Context: an optimization exercise on an open-source flow, tuned for small area, a short achievable clock period and few clock cycles. The choices shown serve that exercise and are no tape-out recipe. Only simulation tests tie the RTL to the original design; equivalence was not proved. Power and IR drop assume default switching activity.

==> flow/flow/run.sh <==
#!/bin/bash
# Layout flow: the standard ORFS flow (standard.sh) with the same SDC,
# clock period and settings, run in two parts:
#  * synthesis to clock tree synthesis, with timing repair (repair_timing
#    after CTS) asked to leave 8 ns of setup slack at the design's 12 ns
#    period, so it also shortens paths that already meet the period;
#  * global routing to the final layout, with a smaller repair target, so
#    the repair after global routing only touches the slowest paths.
# Gate cloning is left out of timing repair: clones loaded some drivers up
# to the max-slew and max-capacitance limits.
# Each part's full output goes to a log file of its own here.
set -euo pipefail
export SKIP_GATE_CLONING=1
SETUP_SLACK_MARGIN=8.0 bash standard.sh cts > standard_cts.log 2>&1
SETUP_SLACK_MARGIN=7.0 bash standard.sh > standard_finish.log 2>&1
==> flow/standard.sh <==
#!/bin/bash
# synth_recipe.tcl (not shown) runs the flow's synth.tcl, then flattens the netlist and writes it again
# the make line also repeats each setting of config.mk as NAME=value (left out here)
make -C /OpenROAD-flow-scripts/flow DESIGN_CONFIG=/design/flow/config.mk WORK_HOME=/design/flow/orfs CLKGATE_MAP_FILE= SYNTH_SCRIPT=/design/flow/synth_recipe.tcl "${@:-finish}"
==> flow/config.mk <==
export PLATFORM = sky130hd
export DESIGN_NAME = ppm_sync
export DESIGN_NICKNAME = ppm_sync
export VERILOG_FILES = /design/flow/design.v
export SDC_FILE = /design/flow/constraint.sdc
export NUM_CORES = 4
export LEC_CHECK = 0
export CAP_MARGIN = 20
export CORE_MARGIN = 2
export CORE_UTILIZATION = 40
export CTS_CLUSTER_DIAMETER = 60
export CTS_CLUSTER_SIZE = 25
export PLACE_DENSITY = 0.7
export SLEW_MARGIN = 30
==> flow/constraint.sdc <==
create_clock -name core_clock -period 12.0 [get_ports {clk}]
set_input_delay 2.4000 -clock core_clock [delete_from_list [all_inputs] [get_ports {clk}]]
set_output_delay 2.4000 -clock core_clock [all_outputs]
set_load 0.01 [all_outputs]
==> flow/design.v <==
module ppm_sync (
    input  wire        clk,
    input  wire        rst,
    input  wire [31:0] t0,
    input  wire        edge_valid,
    input  wire [31:0] edge_ts,
    output wire        edge_ready,
    input  wire        cmd_valid,
    input  wire [35:0] cmd,
    output wire        cmd_ready,
    output reg         rsp_valid,
    output reg  [31:0] rsp,
    output reg         commit,
    output wire [7:0]  axis1,
    output wire [7:0]  axis2,
    output wire [7:0]  axis3,
    output wire [7:0]  axis4,
    output reg  [1:0]  btn,
    output reg  [6:0]  stat
);
    localparam [3:0] OP_NOP    = 4'h0;
    localparam [3:0] OP_EDGE   = 4'h1;
    localparam [3:0] OP_POLL   = 4'h2;
    localparam [3:0] OP_INSYNC = 4'h3;
    localparam [3:0] OP_SIGP   = 4'h4;
    localparam [3:0] OP_MAPCH  = 4'h5;
    localparam [3:0] OP_RDSLOT = 4'h6;
    localparam [3:0] OP_RDMIN  = 4'h7;
    localparam [3:0] OP_RDMAX  = 4'h8;
    localparam [3:0] OP_RDAXIS = 4'h9;
    localparam [3:0] OP_RDBTN  = 4'hA;
    localparam [3:0] OP_RDSTAT = 4'hB;
    localparam [3:0] OP_RDRAW  = 4'hC;
    localparam [3:0] OP_RDTS   = 4'hD;
    localparam [31:0] PAUSE_MIN    = 32'd5000;
    localparam [31:0] PAUSE_MAX    = 32'd20000;
    localparam [31:0] STALE_LIMIT  = 32'd250000;
    localparam [31:0] CAL_CENTER   = 32'd1500;
    localparam [31:0] CAL_WINDOW   = 32'd30000000;
    localparam [31:0] BTN_THRESH   = 32'd1500;
    localparam [7:0]  NEUTRAL      = 8'd128;
    localparam [1:0] CAL_CALIBRATING = 2'd1;
    localparam [1:0] CAL_CALIBRATED  = 2'd2;
    localparam [2:0] K_IMM  = 3'd0;    
    localparam [2:0] K_POLL = 3'd1;    
    localparam [2:0] K_MAP  = 3'd2;    
    localparam [2:0] K_AX   = 3'd3;    
    localparam [2:0] K_RD   = 3'd4;    
    localparam DEPTH = 8;
    integer i, j;
    function automatic sum_zero;
        input [32:0] a, b;
        input integer k, m;
        input c;
        integer n;
        begin
            sum_zero = ((a[k] ^ b[k]) == c);
            for (n = k + 1; n <= m; n = n + 1)
                sum_zero = sum_zero && ((a[n] ^ b[n]) == (a[n-1] | b[n-1]));
        end
    endfunction
    function automatic sum_ones;
        input [32:0] a, b;
        input integer k, m;
        input c;
        integer n;
        begin
            sum_ones = ((a[k] ^ b[k]) != c);
            for (n = k + 1; n <= m; n = n + 1)
                sum_ones = sum_ones && ((a[n] ^ b[n]) != (a[n-1] & b[n-1]));
        end
    endfunction
    reg [31:0] frame    [0:6];
    reg [2:0]  idx;
    reg [31:0] t_last;
    reg        sync_trusted;
    reg        frame_done;
    reg [31:0] cmin     [1:6];
    reg [31:0] cmax     [1:6];
    reg [1:0]  cal_state;
    reg [31:0] cal_start;
    reg [31:0] last_raw [1:4];
    reg [7:0]  axis     [1:4];      
    reg [1:0]  button;
    assign axis1 = axis[1];
    assign axis2 = axis[2];
    assign axis3 = axis[3];
    assign axis4 = axis[4];
    reg [4:1]  dirty;        
    reg [63:0] mres;         
    reg [4:1]  gen;          
    reg [4:1]  fl;           
    reg        cal_busy;     
    reg [6:1]  cal_oh;       
    reg        w2v;          
    reg [6:1]  w2_oh;        
    reg        w2_lo, w2_hi; 
    reg        eb_v;
    reg [31:0] eb_ts;
    reg [1:0]  eprec;       
    reg [1:0]  ccnt;        
    reg [35:0] cb, cb1;     
    wire sel_e = eb_v && (eprec == 2'd0);
    wire sel_c = (ccnt != 2'd0) && !sel_e;
    reg        ev;           
    reg        e_port;       
    reg [3:0]  op;
    reg [31:0] arg;          
    reg [31:0] diff;         
    reg        e_axis;       
    reg        e_slot;       
    reg        e_chan;       
    reg        e_btnch;      
    reg        e_a0, e_a1;   
    reg        e_calx;       
    reg        e_pres;       
    reg        e_rsr;        
    reg [6:0]  e_aoh;        
    wire c_edge = (op == OP_EDGE);
    wire c_poll = (op == OP_POLL);
    wire c_mapx = (op == OP_MAPCH);
    wire c_rd32 = (op == OP_RDSLOT) || (op == OP_RDMIN) || (op == OP_RDMAX) ||
                  (op == OP_RDRAW) || (op == OP_RDTS);
    wire [2:0] a3 = arg[2:0];
    wire [1:0] a_ch = a3[1:0] - 2'd1;    
    reg [2:0]  f_kind [0:DEPTH-1];
    reg [8:0]  f_data [0:DEPTH-1];
    reg [6:0]  f_stat [0:DEPTH-1];
    reg [5:0]  f_aux  [0:DEPTH-1];    
    reg [DEPTH-1:0] f_v;
    reg [2:0]  rp, wp;
    reg [31:0] rdata;
    reg        rd_busy;
    reg  [7:0] infl;        
    wire [2:0] h_kind = f_kind[rp];
    wire [8:0] h_data = f_data[rp];
    wire [5:0] h_aux  = f_aux[rp];
    wire       h_v    = f_v[rp];
    wire [4:1] h_upd  = h_data[7:4];
    wire [4:1] h_mch  = 4'b0001 << h_data[1:0];
    wire [3:0] h_gen  = h_aux[3:0];
    reg  [4:1]  h_busy;
    reg  [31:0] h_res;
    always @(*) begin
        for (j = 1; j <= 4; j = j + 1) begin
            h_busy[j] = infl[2*(j-1) + h_gen[j-1]];
            h_res[8*j-1 -: 8] = mres[16*(j-1) + 8*h_gen[j-1] +: 8];
        end
    end
    reg  h_ready;
    always @(*) begin
        case (h_kind)
            K_POLL:  h_ready = (h_upd & h_busy) == 4'd0;
            K_MAP:   h_ready = (h_mch & h_busy) == 4'd0;
            default: h_ready = 1'b1;
        endcase
    end
    wire pop = h_v && h_ready;
    reg [7:0] need;
    reg [4:1] used;
    always @(*) begin
        need = 8'd0;
        for (j = 0; j < DEPTH; j = j + 1) begin
            used = 4'd0;
            if (f_v[j] && f_kind[j] == K_POLL) used = f_data[j][7:4];
            if (f_v[j] && f_kind[j] == K_MAP)  used = 4'b0001 << f_data[j][1:0];
            for (i = 1; i <= 4; i = i + 1)
                if (used[i]) need[2*(i-1) + f_aux[j][i-1]] = 1'b1;
        end
    end
    wire [2:0]  next_k  = (idx == 3'd6) ? 3'd0 : idx + 3'd1;
    wire        edge_fc = (next_k == 3'd6);
    wire        edge_rs = !sync_trusted && e_rsr;
    wire [4:1]  k_oh    = {next_k == 3'd4, next_k == 3'd3, next_k == 3'd2, next_k == 3'd1};
    wire        present  = e_pres;
    wire        in_sync  = frame[0] >= PAUSE_MIN;
    wire        cal1     = (cal_state == CAL_CALIBRATING);
    wire        cal2     = (cal_state == CAL_CALIBRATED);
    wire        cal_exp  = cal1 && e_calx;
    wire        p_insync = present && in_sync;
    wire        p_sample = p_insync && cal1 && frame_done;
    wire        p_fwd    = p_insync && cal2;
    wire [4:1]  upd      = p_fwd ? fl : 4'd0;
    wire [1:0] btn_new = {!(frame[6] > BTN_THRESH), !(frame[5] > BTN_THRESH)};
    wire [6:0]  s_oh  = cal_busy ? {cal_oh, 1'b0} : e_aoh;
    reg  [31:0] s_fr, s_mn, s_mx, s_lr;
    always @(*) begin
        s_fr = 32'd0;
        s_mn = 32'd0;
        s_mx = 32'd0;
        s_lr = 32'd0;
        for (i = 0; i <= 6; i = i + 1)
            if (s_oh[i]) s_fr = s_fr | frame[i];
        for (i = 1; i <= 6; i = i + 1)
            if (s_oh[i]) begin
                s_mn = s_mn | cmin[i];
                s_mx = s_mx | cmax[i];
            end
        for (i = 1; i <= 4; i = i + 1)
            if (s_oh[i]) s_lr = s_lr | last_raw[i];
    end
    wire [8:0]  tl_lo  = {1'b0, s_mn[7:0]} + {1'b0, ~s_fr[7:0]};
    wire [8:0]  th_lo  = {1'b0, s_fr[7:0]} + {1'b0, ~s_mx[7:0]};
    wire        lo_upd = sum_zero({1'b0, s_mn}, {1'b1, ~s_fr}, 8, 32, tl_lo[8]) && (tl_lo[7:0] < 8'd200);
    wire        hi_upd = sum_zero({1'b0, s_fr}, {1'b1, ~s_mx}, 8, 32, th_lo[8]) && (th_lo[7:0] < 8'd200);
    reg [31:0] rd_val;
    always @(*) begin
        case (op)
            OP_RDSLOT: rd_val = e_slot ? s_fr : 32'd0;
            OP_RDMIN:  rd_val = e_chan ? s_mn : 32'd0;
            OP_RDMAX:  rd_val = e_chan ? s_mx : 32'd0;
            OP_RDRAW:  rd_val = e_axis ? s_lr : 32'd0;
            default:   rd_val = e_a0 ? t_last : e_a1 ? cal_start : 32'd0;
        endcase
    end
    reg [4:1]  cur_busy;
    reg [31:0] cur_res;
    reg [4:1]  blocked;     
    always @(*) begin
        for (i = 1; i <= 4; i = i + 1) begin
            cur_busy[i] = infl[2*(i-1) + gen[i]];
            cur_res[8*i-1 -: 8] = mres[16*(i-1) + 8*gen[i] +: 8];
            blocked[i]  = need[2*(i-1) + !gen[i]] || infl[2*(i-1) + !gen[i]];
        end
    end
    wire [6:0] stat_now = {idx, cal_state, frame_done, sync_trusted};
    reg  [2:0] r_kind;
    reg  [8:0] r_data;
    reg  [6:0] r_stat;
    reg  [1:0] r_btn;
    always @(*) begin
        r_kind = K_IMM;
        r_data = 9'd0;
        r_stat = stat_now;
        r_btn  = button;
        case (op)
            OP_EDGE: begin
                r_data = {7'd0, edge_rs, edge_fc};
                r_stat = {edge_rs ? 3'd0 : next_k, cal_state,
                          !edge_rs && (edge_fc || frame_done), edge_rs || sync_trusted};
            end
            OP_POLL: begin
                r_kind = K_POLL;
                r_data = {cal_exp, upd, p_fwd, p_sample, p_insync, present};
                r_stat = {idx, cal_exp ? CAL_CALIBRATED : cal_state, 1'b0,
                          sync_trusted && !(present && !in_sync)};
                r_btn  = p_fwd ? btn_new : button;
            end
            OP_INSYNC: r_data = {8'd0, in_sync};
            OP_SIGP:   r_data = {8'd0, present};
            OP_MAPCH: begin
                if (e_axis && (cur_busy & e_aoh[4:1]) != 4'd0) begin
                    r_kind = K_MAP;
                    r_data = {7'd0, a3[1:0] - 2'd1};
                end else if (e_axis) begin
                    r_data = {1'b0, cur_res[8*a_ch +: 8]};
                end else if (e_btnch) begin
                    r_data = {8'd0, (a3[0] ? frame[5] : frame[6]) > BTN_THRESH};
                end
            end
            OP_RDAXIS: begin
                if (e_axis) begin
                    r_kind = K_AX;
                    r_data = {7'd0, a3[1:0] - 2'd1};
                end
            end
            OP_RDBTN:  r_data = {7'd0, button};
            OP_RDSTAT: r_data = {2'd0, stat_now};
            OP_RDSLOT, OP_RDMIN, OP_RDMAX, OP_RDRAW, OP_RDTS: r_kind = K_RD;
            default: ;
        endcase
    end
    wire f_full = &f_v;
    reg [4:1] walk_left;
    always @(*) begin
        walk_left[1] = cal_busy && cal_oh[1];
        for (i = 2; i <= 4; i = i + 1)
            walk_left[i] = walk_left[i-1] || (cal_busy && cal_oh[i]);
        walk_left = walk_left | (w2v ? w2_oh[4:1] : 4'd0);
    end
    reg [6:0] walk_slot;    
    always @(*) begin
        walk_slot[0] = 1'b0;
        walk_slot[1] = cal_busy && cal_oh[1];
        for (i = 2; i <= 6; i = i + 1)
            walk_slot[i] = walk_slot[i-1] || (cal_busy && cal_oh[i]);
    end
    wire [6:0] k_oh7 = 7'b1 << next_k;
    wire haz_edge = c_edge && ((k_oh7 & walk_slot) != 7'd0);
    wire haz_cmd  = !e_port && (cal_busy || w2v) &&
                    (c_rd32 || (c_poll && (frame_done || !cal1)));
    wire haz_poll = !e_port && c_poll && cal2 && (dirty != 4'd0);
    wire haz_map  = !e_port && c_mapx && e_axis && (((dirty | walk_left) & e_aoh[4:1]) != 4'd0);
    wire haz_rd   = !e_port && c_rd32 && rd_busy;
    wire haz_full = !e_port && f_full && !pop;
    wire go       = ev && !(haz_edge || haz_cmd || haz_poll || haz_map || haz_rd || haz_full);
    wire go_c     = go && !e_port;
    wire do_edge  = go && c_edge;
    wire do_poll  = go_c && c_poll;
    assign edge_ready = !eb_v;
    assign cmd_ready  = !ccnt[1];
    wire take_e = !rst && edge_valid && edge_ready;
    wire take_c = !rst && cmd_valid && cmd_ready;
    wire        e_load = (!ev || go) && (sel_e || sel_c);
    wire        ld_c   = e_load && sel_c;
    wire        ld_e   = e_load && sel_e;
    wire [35:0] n_cmd  = sel_c ? cb : {OP_EDGE, eb_ts};
    wire [31:0] n_arg  = n_cmd[31:0];
    reg  [31:0] tl_pend;
    wire [31:0] ca     = cb[31:0];
    wire [15:0] d_lo15 = {1'b0, ca[14:0]} + {1'b0, ~tl_pend[14:0]} + 16'd1;
    wire [15:0] e_lo15 = {1'b0, eb_ts[14:0]} + {1'b0, ~tl_pend[14:0]} + 16'd1;
    wire [18:0] d_lo18 = {1'b0, ca[17:0]} + {1'b0, ~tl_pend[17:0]} + 19'd1;
    wire [25:0] c_lo25 = {1'b0, ca[24:0]} + {1'b0, ~cal_start[24:0]} + 26'd1;
    wire        rs_c   = sum_zero({1'b0, ca}, {1'b0, ~tl_pend}, 15, 31, d_lo15[15]) &&
                         (d_lo15[14:0] > PAUSE_MIN[14:0]) && (d_lo15[14:0] < PAUSE_MAX[14:0]);
    wire        rs_e   = sum_zero({1'b0, eb_ts}, {1'b0, ~tl_pend}, 15, 31, e_lo15[15]) &&
                         (e_lo15[14:0] > PAUSE_MIN[14:0]) && (e_lo15[14:0] < PAUSE_MAX[14:0]);
    always @(posedge clk) begin
        if (edge_ready) eb_ts <= edge_ts;
        if (ld_c)
            cb <= ccnt[1] ? cb1 : cmd;
        else if (ccnt == 2'd0)
            cb <= cmd;
        if (ccnt == 2'd1 && !ld_c) cb1 <= cmd;
        if (e_load) begin
            e_port  <= !sel_c;
            op      <= n_cmd[35:32];
            arg     <= n_arg;
            diff    <= n_arg - tl_pend;
            e_axis  <= (ca >= 32'd1) && (ca <= 32'd4);
            e_slot  <= ca <= 32'd6;
            e_chan  <= (ca >= 32'd1) && (ca <= 32'd6);
            e_btnch <= (ca == 32'd5) || (ca == 32'd6);
            e_a0    <= ca == 32'd0;
            e_a1    <= ca == 32'd1;
            e_calx  <= !(sum_zero({1'b0, ca}, {1'b0, ~cal_start}, 25, 31, c_lo25[25]) &&
                         (c_lo25[24:0] < CAL_WINDOW[24:0]));
            e_pres  <= sum_zero({1'b0, ca}, {1'b0, ~tl_pend}, 18, 31, d_lo18[18]) &&
                       (d_lo18[17:0] <= STALE_LIMIT[17:0]);
            e_rsr   <= sel_c ? rs_c : rs_e;
            e_aoh   <= 7'b1 << ca[2:0];
        end
        if (rst) begin
            eb_v    <= 1'b0;
            eprec   <= 2'd0;
            ccnt    <= 2'd0;
            ev      <= 1'b0;
            tl_pend <= t0;
        end else begin
            if (e_load && n_cmd[35:32] == OP_EDGE) tl_pend <= n_arg;
            ccnt <= ccnt + {1'b0, take_c} - {1'b0, ld_c};
            if (take_e) begin
                eb_v  <= 1'b1;
                eprec <= ccnt - {1'b0, ld_c};
            end else begin
                if (ld_e) eb_v <= 1'b0;
                if (ld_c && eprec != 2'd0) eprec <= eprec - 2'd1;
            end
            if (e_load)  ev <= 1'b1;
            else if (go) ev <= 1'b0;
        end
    end
    always @(posedge clk) begin
        if (rst) begin
            for (i = 0; i <= 6; i = i + 1) frame[i] <= 32'd0;
            idx          <= 3'd0;
            t_last       <= t0;
            sync_trusted <= 1'b0;
            frame_done   <= 1'b0;
            for (i = 1; i <= 6; i = i + 1) begin
                cmin[i] <= CAL_CENTER;
                cmax[i] <= CAL_CENTER;
            end
            cal_state    <= CAL_CALIBRATING;
            cal_start    <= t0;
            for (i = 1; i <= 4; i = i + 1) last_raw[i] <= 32'd0;
            button       <= 2'b00;
            cal_busy     <= 1'b0;
            cal_oh       <= 6'd1;
            w2v          <= 1'b0;
        end else begin
            if (do_edge) begin
                t_last <= arg;
                idx    <= edge_rs ? 3'd0 : next_k;
                for (i = 0; i <= 6; i = i + 1)
                    if (k_oh7[i] || (i == 0 && edge_rs)) frame[i] <= diff;
                if (edge_rs) begin
                    sync_trusted <= 1'b1;
                    frame_done   <= 1'b0;
                end else if (edge_fc) begin
                    frame_done   <= 1'b1;
                end
            end
            if (do_poll) begin
                frame_done <= 1'b0;
                if (present && !in_sync) sync_trusted <= 1'b0;
                if (p_sample) begin
                    cal_busy <= 1'b1;
                    cal_oh   <= 6'd1;
                end
                if (cal_exp) cal_state <= CAL_CALIBRATED;
                if (p_fwd) begin
                    button <= btn_new;
                    for (i = 1; i <= 4; i = i + 1)
                        if (fl[i]) last_raw[i] <= frame[i];
                end
            end
            w2v   <= cal_busy;
            w2_oh <= cal_oh;
            w2_lo <= lo_upd;
            w2_hi <= hi_upd;
            if (cal_busy) begin
                cal_oh <= {cal_oh[5:1], 1'b0};
                if (cal_oh[6]) cal_busy <= 1'b0;
            end
            if (w2v)
                for (i = 1; i <= 6; i = i + 1)
                    if (w2_oh[i]) begin
                        if (w2_lo) cmin[i] <= frame[i];
                        if (w2_hi) cmax[i] <= frame[i];
                    end
        end
    end
    reg [31:0] h_val;
    always @(*) begin
        case (h_kind)
            K_MAP:   h_val = {24'd0, h_res[8*h_data[1:0] +: 8]};
            K_AX:    h_val = {24'd0, axis[h_data[1:0] + 3'd1]};
            K_RD:    h_val = rdata;
            default: h_val = {23'd0, h_data};
        endcase
    end
    always @(posedge clk) begin
        if (rst) begin
            f_v       <= {DEPTH{1'b0}};
            rp        <= 3'd0;
            wp        <= 3'd0;
            rd_busy   <= 1'b0;
            rsp_valid <= 1'b0;
            commit    <= 1'b0;
            btn       <= 2'b00;
            for (i = 1; i <= 4; i = i + 1) axis[i] <= NEUTRAL;
        end else begin
            rsp_valid <= pop;
            commit    <= pop && h_kind == K_POLL;
            if (pop) begin
                rsp     <= h_val;
                stat    <= f_stat[rp];
                f_v[rp] <= 1'b0;
                rp      <= rp + 3'd1;
                if (h_kind == K_RD) rd_busy <= 1'b0;
                if (h_kind == K_POLL) begin
                    btn <= h_aux[5:4];
                    for (i = 1; i <= 4; i = i + 1)
                        if (h_upd[i]) axis[i] <= h_res[8*i-1 -: 8];
                end
            end
            if (go_c) begin
                f_kind[wp] <= r_kind;
                f_data[wp] <= r_data;
                f_stat[wp] <= r_stat;
                f_aux[wp]  <= {r_btn, gen};
                f_v[wp]    <= 1'b1;
                wp         <= wp + 3'd1;
                if (r_kind == K_RD) begin
                    rdata   <= rd_val;
                    rd_busy <= 1'b1;
                end
            end
        end
    end
    reg        u_busy [1:4];
    reg        u_gen  [1:4];
    reg [2:0]  u_cnt  [1:4];
    reg [33:0] u_r    [1:4];    
    reg [6:0]  u_s    [1:4];    
    reg [31:0] u_w    [1:4];    
    reg        av;
    reg [4:1]  ac;              
    reg        ag;
    reg [32:0] ad;              
    reg [32:0] aw;              
    always @(*) begin
        infl = 8'd0;
        for (i = 1; i <= 4; i = i + 1)
            if ((av && ac[i]) || u_busy[i]) begin
                if (av && ac[i])  infl[2*(i-1) + ag] = 1'b1;
                if (u_busy[i])    infl[2*(i-1) + u_gen[i]] = 1'b1;
            end
    end
    reg [4:1] u_soon;
    always @(*) begin
        for (i = 1; i <= 4; i = i + 1)
            u_soon[i] = !u_busy[i] || (u_cnt[i] >= 3'd5);
    end
    wire [4:1] w2_chg = (w2v && (w2_lo || w2_hi)) ? w2_oh[4:1] : 4'd0;
    wire [4:1] trig = (do_edge ? k_oh : 4'd0) | w2_chg;
    reg  [4:1] ic;              
    wire       iv     = (ic & dirty) != 4'd0;
    wire [4:1] ic_oh  = iv ? ic : 4'd0;
    wire [4:1] nxt    = (dirty | ((ev && c_edge) ? k_oh : 4'd0) | w2_chg) &
                        ~blocked & u_soon & ~ic_oh & ~(av ? ac : 4'd0);
    wire [4:1] nxt_oh = nxt[1] ? 4'b0001 : nxt[2] ? 4'b0010 : nxt[3] ? 4'b0100 :
                        nxt[4] ? 4'b1000 : 4'b0000;
    reg [31:0] m_p, m_lo, m_hi, m_lr;
    always @(*) begin
        m_p = 32'd0; m_lo = 32'd0; m_hi = 32'd0; m_lr = 32'd0;
        for (i = 1; i <= 4; i = i + 1)
            if (ic[i]) begin
                m_p  = m_p  | frame[i];
                m_lo = m_lo | cmin[i];
                m_hi = m_hi | cmax[i];
                m_lr = m_lr | last_raw[i];
            end
    end
    wire [32:0] m_d  = {1'b0, m_p} - {1'b0, m_lo};
    wire [32:0] m_w  = {1'b0, m_hi} - {1'b0, m_lo};
    wire [5:0]  f_lo  = {1'b0, m_p[4:0]} + {1'b0, ~m_lr[4:0]} + 6'd1;
    wire        f_pos = sum_zero({1'b0, m_p}, {1'b1, ~m_lr}, 5, 32, f_lo[5]) && (f_lo[4:0] <= 5'd20);
    wire        f_neg = sum_ones({1'b0, m_p}, {1'b1, ~m_lr}, 5, 32, f_lo[5]) && (f_lo[4:0] >= 5'd12);
    wire        m_fl  = !(f_pos || f_neg);
    wire b_degen = aw[32] || (aw[31:0] == 32'd0);
    wire b_low   = ad[32] || (ad[31:0] == 32'd0);
    wire b_high  = ad[31:0] >= aw[31:0];
    wire b_div   = !b_degen && !b_low && !b_high;
    wire [7:0]  b_fixed = b_degen ? NEUTRAL : (b_low ? 8'd0 : 8'd255);
    wire [40:0] b_n = {ad[31:0], 9'd0} - {8'd0, ad[31:0], 1'd0} + {9'd0, aw[31:0]};
    reg ag_n;
    always @(*) begin
        ag_n = 1'b0;
        for (i = 1; i <= 4; i = i + 1)
            if (ic[i]) ag_n = !gen[i];
    end
    always @(posedge clk) begin
        ac <= ic;
        ag <= ag_n;
        ad <= m_d;
        aw <= m_w;
    end
    reg [34:0] u_t  [1:4];
    reg [4:1]  u_ge;
    reg [4:1]  u_load;
    always @(*) begin
        for (i = 1; i <= 4; i = i + 1) begin
            u_t[i]    = {1'b0, u_r[i]} - {2'b0, u_w[i], 1'b0};
            u_ge[i]   = !u_t[i][34];
            u_load[i] = av && b_div && ac[i];
        end
    end
    always @(posedge clk) begin
        for (i = 1; i <= 4; i = i + 1) begin
            if (u_load[i]) begin
                u_r[i]   <= b_n[40:7];
                u_s[i]   <= b_n[6:0];
                u_w[i]   <= aw[31:0];
                u_gen[i] <= ag;
                u_cnt[i] <= 3'd0;
            end else begin
                u_r[i]   <= {(u_ge[i] ? u_t[i][32:0] : u_r[i][32:0]), u_s[i][6]};
                u_s[i]   <= {u_s[i][5:0], u_ge[i]};
                u_cnt[i] <= u_cnt[i] + 3'd1;
            end
        end
    end
    always @(posedge clk) begin
        if (rst) begin
            dirty <= 4'd0;
            fl    <= 4'd0;
            mres  <= {8{NEUTRAL}};
            gen   <= 4'd0;
            ic    <= 4'd0;
            av    <= 1'b0;
            for (i = 1; i <= 4; i = i + 1) u_busy[i] <= 1'b0;
        end else begin
            dirty <= (dirty & ~ic_oh) | trig;
            ic    <= nxt_oh;
            av    <= iv;
            for (i = 1; i <= 4; i = i + 1) begin
                if (ic_oh[i]) begin
                    gen[i] <= !gen[i];
                    fl[i]  <= m_fl;
                end
                if (av && !b_div && ac[i])
                    mres[16*(i-1) + 8*ag +: 8] <= b_fixed;
                if (u_busy[i] && u_cnt[i] == 3'd7) begin
                    u_busy[i] <= 1'b0;
                    mres[16*(i-1) + 8*u_gen[i] +: 8] <= {u_s[i], u_ge[i]};
                end
                if (u_load[i]) u_busy[i] <= 1'b1;
            end
            if (do_poll && p_fwd)
                fl <= 4'd0;        
        end
    end
endmodule
==> run summary <==
number of antenna violations at the first check in global routing -> 25
Worst Path Required -> 12.70 ns
total design power -> 25.7 mW
grt met1 use -> 36.7%
Slowest-stage cell, CP -> mux4_2
first-pass GRT wire length -> 555,000 um
# DRC -> 0
wire length per cell -> 27.6 um
delay-heaviest family, CP -> buffers and inverters
post-synthesis xor/xnor area fraction -> 3.60%
clk slew on worst S/H paths -> 0.10 ns
fill count -> 22,589
status -> no timing/DRC/antenna violations
Synth top area share -> 23.2%
max_cap viols -> 0
P_leak -> 41.9 nW
GRT Util Overall -> 29.3%
commonest non-fill, non-tap cell in the layout -> nand2_1
share of post-route cells with drive strength above 1 -> 10.5%
Synth area leader -> dfxtp_1
CTS sink cnt -> 1,841
Congestion Overflow GR -> 0
Layout area overhead -> 12.7%
vias in the first global route -> 84,030
fin crit period -> 4.30 ns
total negative slack -> 0 ns
CTS buffer count -> 137
complex-gate fraction of the synthesized area -> 19.0%
unrepaired setup endpoints after global routing -> no
Std-Cell Rows -> 182
Final Cell Area -> 111,000 sq um
mux share of post-synthesis cell area -> 5.60%
Initial Utilization -> 40.2%
ys async rst share -> 0%
worst hold path class -> flip-flop to flip-flop
port buffer count -> 180
most frequent cells in the layout -> nand2_1 (1,603), dfxtp_1 (1,102), a21oi_1 (998)
IO Count -> 181
Worst EP arrival -> 5.00 ns
grt met2 use -> 43.8%
Die ar. -> 251,000 sq um
CTS tree -> done
Post-Synth Adder-Cell Area -> 7.62%
Cell Area, Placed -> 104,000 sq um
CP Capture Type -> flip-flop
Synth Area in Simple Gates -> 15.1%
final critical-path share of the clock period -> 35.8%
main area contributors after synthesis -> dfxtp_1 (23%), edfxtp_1 (21%), ha_1 (6.9%)
largest net degree at the start of global routing -> 202
chip width -> 501 um
Max FO, Critical Path -> 14
Final Hold Slack -> 0.406 ns
Pins Over Slew Limit -> 0
CP Class -> flip-flop to flip-flop
Vias -> 87,929
mapped cell area -> 98,800 sq um
FF+latch area -> 43,900 sq um
Routed WL -> 383,000 um
Syn. warnings -> 21
P_sw -> 11.3 mW
nets@finish -> 11,226
DP Wirelength -> 250,000 um
pwr dens -> 231 nW/um^2
footprint of the multi-input gates -> 51,600 sq um
Max Fclk -> 0.233 GHz
Core Box Area -> 246,000 sq um
Seq/Total Area, Yosys -> 44.4%
root buffer cell -> clkbuf_16
Final Core Density -> 45.3%
Clock Skews -> 0.0751 ns
setup violators final -> 0
Post-synth top flop -> dfxtp_1
crit-path max cell delay -> 0.52 ns
met3 usage -> 9.22%
CP Cell Sequence -> buf_12, buf_4, mux4_2, mux2i_1, o221a_1, o2111a_1, a211oi_4, a21oi_4, and3b_4, buf_4, buf_6, buf_4, nand3_2, buf_12, buf_12, nand2_1, a21oi_1
global routing's busiest layer -> met2
Switching Fraction -> 43.8%
CP Launch Type -> flip-flop
Max VDD drop -> 0.194 mV
GP Congestion -> 1.04
Syn Area/Cell -> 9.33 sq um
DIE HEIGHT -> 501 um
Skew-Pair Late Insertion Delay -> 0.88 ns
Yosys reg bits -> 1,841
Comb power frac -> 46.5%
Post-Syn Instances -> 10,592
Hold-fix buffers, CTS -> 0
main combinational cell family by area after synthesis -> compound AO/OA/AOI/OAI gates
CP Buf/Inv Count -> 7
drt first pass iters -> 11
clock share of power -> 20.2%
EDFF count, synth -> 696
syn_nets -> 11,277
H-tree levels -> 4
Initial DRC Count -> 12,678
antenna-violating nets left -> 0
internal power -> 14.5 mW
worst-margin pin slew -> 1.23 ns
Rel. slew slack -> 18.0%
Reg power frac -> 33.3%
count of different cell masters after synthesis -> 95
final hold vios -> 0
Max Root-Sink Buffers -> 3
vias per std cell -> 6.33
-- stage by stage --
stage                     setup WS (ns)  std cells
after floorplan                    6.99      10592
after global placement             6.12      13498
after detailed placement           6.45      13504
after CTS                          7.95      13874
after global routing               7.60      13878
final                              7.70      13885
-- sequential cells by signal, summed over array words and instances, names as in the netlist, 33 cells and up, named ones only --
register  count
frame       224
f_stat       56
cmin        192
cb1          36
aw           33
mres         64
last_raw    128
u_r         136
f_aux        48
u_w         128
ad           33
f_data       72
cb           36
cmax        192
-- power by group through the flow --
stage	combinational (mW)	sequential, mW	clock, mW
final	12.0	8.56	5.21
after global routing	12.8	8.60	5.45
after CTS	11.7	8.50	5.22
after detailed placement	10.8	8.65	0
after global placement	10.6	8.62	0
after floorplan	7.62	8.12	0
-- synth_stat cells, types with 26 or more instances --
library cell / n
nand4_1: 60
mux2_2: 147
a22oi_1: 477
a21oi_2: 81
buf_1: 59
nor4_1: 77
nand3_2: 80
buf_2: 38
nor2b_1: 94
o21ai_0: 247
a211oi_1: 223
nand2b_1: 73
dfxtp_1: 1145
a221oi_1: 97
xor2_1: 149
and3_1: 76
a22o_1: 98
a21o_1: 160
o22ai_1: 51
o21bai_1: 26
fa_1: 34
nor3_1: 148
clkbuf_1: 499
o21a_1: 58
a31oi_1: 33
a21oi_1: 1011
edfxtp_1: 696
mux4_2: 62
nand2_1: 1612
ha_1: 547
xnor2_1: 257
and2_1: 56
nor2_1: 586
a222oi_1: 34
mux2i_1: 244
inv_1: 562
nand3_1: 305
-- logic make-up (layout without fill, tap and decap cells) --
group                      count (synthesis)  count (layout)
and+or+nand+nor                         3280            3280
AOI/OAI and AO/OA                       2840            2840
DFF                                     1841            1841
buffers and inverters                   1189            1253
adders and majority gates                581             581
muxes                                    455             455
xor gates and xnor gates                 406             406
other                                      0               9
-- per-layer routing --
layer,wire [um],up-vias
met5,166,-
met4,28700,20
met3,49500,1638
met2,161000,6077
met1,143000,42016
li1,-,38178
-- final cells by class --
type	instances	area share [%]
multi-input cells	7562	46.3
flip-flops and latches	1841	39.4
repair buffers	432	4.19
well taps	3220	3.62
clock buffers	156	3.30
inverters	567	1.93
clock inverters	98	1.19
diodes	9	0.0202
-- tightest hold or removal path, cell delays in order (launching register included) --
cell and delay, ns:
dfxtp_1 0.30, nand2_1 0.05, nand2_1 0.04
-- what timing repair did --
action                     in CTS  in global routing
buffers inserted              116                  0
setup endpoints to repair    1426                  0
resized for setup             421                  0
-- worst paths after layout --
kind         startpoint             end  slack (ns)  depth (start not counted)
max           flip-flop  last_raw[1][1]        7.70                         17
min           u_r[3][0]       u_r[3][1]        0.41                          2
max reg2reg   flip-flop  last_raw[1][1]        7.70                         17
min reg2reg   u_r[3][0]       u_r[3][1]        0.41                          2
Testbench counts, summed over its fixed seeds: cycles 21,435.

[static timing again, ports no longer ideal]
No port has a modelled driver above. Below, the same layout with a new extraction and two added sets of constraints.
Step 1 sets driving cells, clkbuf_16 on the clock port and buf_2 on the other inputs (assumed; they add their load-dependent delay and slew).
Step 2, shift: input delay + t, output delay - t, t = (earliest + latest rising clock arrival at the registers) / 2. This alone moves slack from input paths to output paths.
Three values: ideal, step 1, step 2; two values: the first two.
shift t [ns]: 0.932
setup slack, ns: 7.701 / 7.701 / 7.010
hold WS [ns]: 0.406 / 0.406 / 0.406
After both steps this run still meets setup and hold. For this run, drivers alone change the setup slack by 0.000 ns; drivers and shift together by -0.691 ns.
